This design comes from an exercise in tuning for small area, a short achievable clock period and few clock cycles per item on the open sky130 flow, not from production work.
Where RTL was checked, it was by simulation tests only, not by an equivalence proof against the original.
Power and IR drop assume default switching activity.

== job 828 ==
## frame_cipher
module frame_cipher (
    input  wire        clk,
    input  wire        rst,           
    input  wire        in_valid,
    output wire        in_ready,
    input  wire [63:0] in_raw,
    input  wire [3:0]  in_len,
    output reg         out_valid,
    output wire [1:0]  out_status,    
    output reg         out_bypass,
    output reg         out_marker_ok,
    output wire        out_sum_ok,
    output wire        out_accept,
    output reg  [63:0] out_d,
    output wire [7:0]  out_opcode,
    output wire [15:0] out_value,
    output wire [1:0]  out_kind
);
Settings: LEC_CHECK=0, CAP_MARGIN=20, CORE_MARGIN=2, CORE_UTILIZATION=50, SETUP_SLACK_MARGIN=3.6, SLEW_MARGIN=20, SYNTH_HIERARCHICAL=1, SYNTH_MINIMUM_KEEP_SIZE=0; clock period 6.0 ns.
standard.sh (not shown) runs the stock make flow with config.mk's settings and CLKGATE_MAP_FILE= SYNTH_SCRIPT=/design/flow/synth_recipe.tcl, a recipe that flattens the netlist after the stock synthesis.
==> flow/flow/run.sh <==
#!/bin/bash
# The standard layout, with the port buffers made from a small buffer cell
# instead of the delay buffer buffer_ports picks by default, and a clock tree
# of larger sink clusters without dummy loads.
set -euo pipefail
bash standard.sh 'BUFFER_PORTS_ARGS=-buffer_cell sky130_fd_sc_hd__buf_1' \
  'CTS_ARGS=-sink_clustering_enable -repair_clock_nets -dont_use_dummy_load -sink_clustering_size 30 -buf_list sky130_fd_sc_hd__clkbuf_4' \
  finish > standard_flow.log 2>&1
Job 828 has completed all stages; timing, DRC and antenna checks passed.
Testbench counts of job 828, summed over its fixed seeds: cycles 12,008, items 12,000.
--- input diff job 828..job 6966 ---
Settings: changing SETUP_SLACK_MARGIN from 3.6 to 3.5; changing CORE_UTILIZATION from 50 to 40.
==> flow/flow/run.sh <==
#!/bin/bash
# The standard layout, with the port buffers made from a small buffer cell
# instead of the delay buffer buffer_ports picks by default, and a clock tree
# of larger sink clusters without dummy loads.
set -euo pipefail
bash standard.sh 'BUFFER_PORTS_ARGS=-buffer_cell sky130_fd_sc_hd__buf_1' \
  'CTS_ARGS=-sink_clustering_enable -repair_clock_nets -dont_use_dummy_load -sink_clustering_size 30 -buf_list sky130_fd_sc_hd__clkbuf_4 -root_buf sky130_fd_sc_hd__clkbuf_8' \
  finish > standard_flow.log 2>&1
--- outcome ---
- In job 6966, the ratio of cells with drive above 1 in the final layout came out 2.1 points below the value in job 828.
- Relative to job 828, the power of job 6966 is higher by 5.7%.
- Job 828 -> job 6966: global-route wire length before repair increased slightly
- Between job 6966 and job 828, the clock group share of total power is lower for job 828.
- The worst-path maximum fanout reported for job 6966 is greater than that of job 828 by 4.
- Job 6966 vs job 828 — routing usage on met2 dropped 4.4 points.
- Against job 828, cell internal power dissipation in job 6966 came out worse.
- Comparing share of the final layout cell area in sequential cells for job 6966 and job 828, the bigger number came from job 6966.
- Job 6966 vs job 828, instance count: job 6966 higher
- Comparing job 6966 and job 828, the lower critical path depth is on job 828.
- Routed wire in job 6966 totals more than in job 828.
Modified inputs, job 5935 compared to job 6966
Settings: CORE_UTILIZATION changed from 40 to 50.
==> flow/flow/run.sh <==
#!/bin/bash
# The standard layout, with the port buffers made from a small buffer cell
# instead of the delay buffer buffer_ports picks by default, and a clock tree
# of larger sink clusters without dummy loads.
set -euo pipefail
bash standard.sh 'BUFFER_PORTS_ARGS=-buffer_cell sky130_fd_sc_hd__buf_1' \
  'CTS_ARGS=-sink_clustering_enable -repair_clock_nets -dont_use_dummy_load -sink_clustering_size 30 -buf_list sky130_fd_sc_hd__clkbuf_4' \
  finish > standard_flow.log 2>&1
Notes after the runs:
Summary of job 5935 over job 6966: total placed instance area down about 0.9%, final clock period utilization by the worst path +0.23 points, area after synthesis now sits at about the same level.
Diff job 6966 -> job 5935: critical path depth now sits lower; fmax now sits lower.
Cell-internal power for job 5935: 8.7% down relative to job 6966
[compare] base=job 6966 new=job 5935: post-placement setup slack went down, met2 wirelength from detailed routing decreased 2.7%.

* * *

Another version of the RTL of frame_cipher (not shown whole).
Size: roughly 72 flip-flops, roughly 0.0046 mm2 of cells after synthesis.
## frame_cipher
module frame_cipher (
    input  wire        clk,
    input  wire        rst,           
    input  wire        in_valid,
    output wire        in_ready,
    input  wire [63:0] in_raw,
    input  wire [3:0]  in_len,
    output reg         out_valid,
    output wire [1:0]  out_status,    
    output reg         out_bypass,
    output reg         out_marker_ok,
    output wire        out_sum_ok,
    output wire        out_accept,
    output reg  [63:0] out_d,
    output wire [7:0]  out_opcode,
    output wire [15:0] out_value,
    output wire [1:0]  out_kind
);
    localparam [63:0] KEY    = 64'hC4C6C092_4023DC96;    
    localparam [63:0] SUBC   = 64'h844756D6_07939356;    
    function [2:0] perm;
        input [2:0] j;
        case (j)
            3'd0: perm = 3'd2;
            3'd1: perm = 3'd4;
            3'd2: perm = 3'd0;
            3'd3: perm = 3'd7;
            3'd4: perm = 3'd1;
            3'd5: perm = 3'd6;
            3'd6: perm = 3'd5;
            default: perm = 3'd3;
        endcase
    endfunction
    function [7:0] lane;
        input [63:0] w;
        input [2:0]  i;
        lane = w[63 - 8*i -: 8];
    endfunction
    reg [63:0] t1;
    integer j;
    always @(*) begin
        for (j = 0; j < 8; j = j + 1)
  ...
Settings: LEC_CHECK=0, CAP_MARGIN=20, CORE_MARGIN=2, CORE_UTILIZATION=40, SETUP_SLACK_MARGIN=3.5, SLEW_MARGIN=20, SYNTH_HIERARCHICAL=1, SYNTH_MINIMUM_KEEP_SIZE=0; clock period 6.0 ns.
==> flow/flow/run.sh <==
#!/bin/bash
# The standard layout, with the port buffers made from a small buffer cell
# instead of the delay buffer buffer_ports picks by default, and a clock tree
# of larger sink clusters without dummy loads.
set -euo pipefail
bash standard.sh 'BUFFER_PORTS_ARGS=-buffer_cell sky130_fd_sc_hd__buf_1' \
  'CTS_ARGS=-sink_clustering_enable -repair_clock_nets -dont_use_dummy_load -sink_clustering_size 30 -buf_list {sky130_fd_sc_hd__clkbuf_4 sky130_fd_sc_hd__clkbuf_8}' \
  finish > standard_flow.log 2>&1
Edit:
==> flow/flow/run.sh (replaced) <==
#!/bin/bash
# The standard layout, with the port buffers made from a small buffer cell
# instead of the delay buffer buffer_ports picks by default, and a clock tree
# of larger sink clusters without dummy loads.
set -euo pipefail
bash standard.sh 'BUFFER_PORTS_ARGS=-buffer_cell sky130_fd_sc_hd__buf_1' \
  'CTS_ARGS=-sink_clustering_enable -repair_clock_nets -dont_use_dummy_load -sink_clustering_size 30 -buf_list sky130_fd_sc_hd__clkbuf_8' \
  finish > standard_flow.log 2>&1
Effect: The new run went through all stages and came out clean. Wire length is unchanged. Final cell count is unchanged. Sequential cell count is unchanged. Via count stays the same. Power stays the same. Setup slack stays the same.
Edit:
--- a/flow/flow/run.sh
+++ b/flow/flow/run.sh
@@ -5,4 +5,4 @@
 set -euo pipefail
 bash standard.sh 'BUFFER_PORTS_ARGS=-buffer_cell sky130_fd_sc_hd__buf_1' \
-  'CTS_ARGS=-sink_clustering_enable -repair_clock_nets -dont_use_dummy_load -sink_clustering_size 30 -buf_list sky130_fd_sc_hd__clkbuf_8' \
+  'CTS_ARGS=-sink_clustering_enable -repair_clock_nets -dont_use_dummy_load -sink_clustering_size 30 -buf_list sky130_fd_sc_hd__clkbuf_4 -root_buf sky130_fd_sc_hd__clkbuf_8' \
   finish > standard_flow.log 2>&1
Worst setup slack does not change.
Sequential cell count does not change.
Via count does not change.
Combinational power is about the same.
Sequential power hardly moves.
Clock-buffer cell count stays the same.
Total power is unchanged.
Utilization stays the same.
Wire length is unchanged.
Area after synthesis does not change.
Cell count is unchanged.
No run of this note included a check of the RTL's function; only the layout flow was run.

-- port drivers added, routing unchanged --
How much do the figures lean on ideal ports? The routed layouts below were timed once more, with nothing changed but the port constraints.
Step 1 sets driving cells, clkbuf_16 on the clock port and buf_2 on the other inputs (assumed; they add their load-dependent delay and slew).
Step 2 moves the port delays by t, midway between the first and last clock arrival at a register: inputs arrive t later, outputs are due t later. That takes back most of the time a late clock gives input paths.
a / b / c = no drivers / after step 1 / after step 2; a / b = the first two.
| run | t, ns | setup slack, ns | clock arrival spread, ns | slew at the worst register clock pin (ns) | worst slew at a driven data input, ns |
|---|---|---|---|---|---|
| job 828 | 0.431 | 3.456 / 3.425 / 3.193 | 0.048 / 0.048 | 0.12 / 0.12 | 0.07 |
| job 6966 | 0.367 | 3.516 / 3.522 / 3.155 | 0.032 / 0.032 | 0.09 / 0.09 | 0.06 |
| job 5935 | 0.433 | 3.503 / 3.470 / 3.087 | 0.040 / 0.040 | 0.12 / 0.12 | 0.05 |
| the first run of note 2 | 0.382 | 3.511 / 3.512 / 3.130 | 0.030 / 0.030 | 0.09 / 0.09 | 0.05 |
| the second run of note 2 | 0.382 | 3.511 / 3.512 / 3.130 | 0.030 / 0.030 | 0.09 / 0.09 | 0.05 |
| the third run of note 2 | 0.382 | 3.511 / 3.512 / 3.130 | 0.030 / 0.030 | 0.09 / 0.09 | 0.05 |
After both steps setup and hold are still met in every run listed. For job 5935, which loses most, drivers alone change the setup slack by -0.033 ns; drivers and shift together by -0.416 ns.
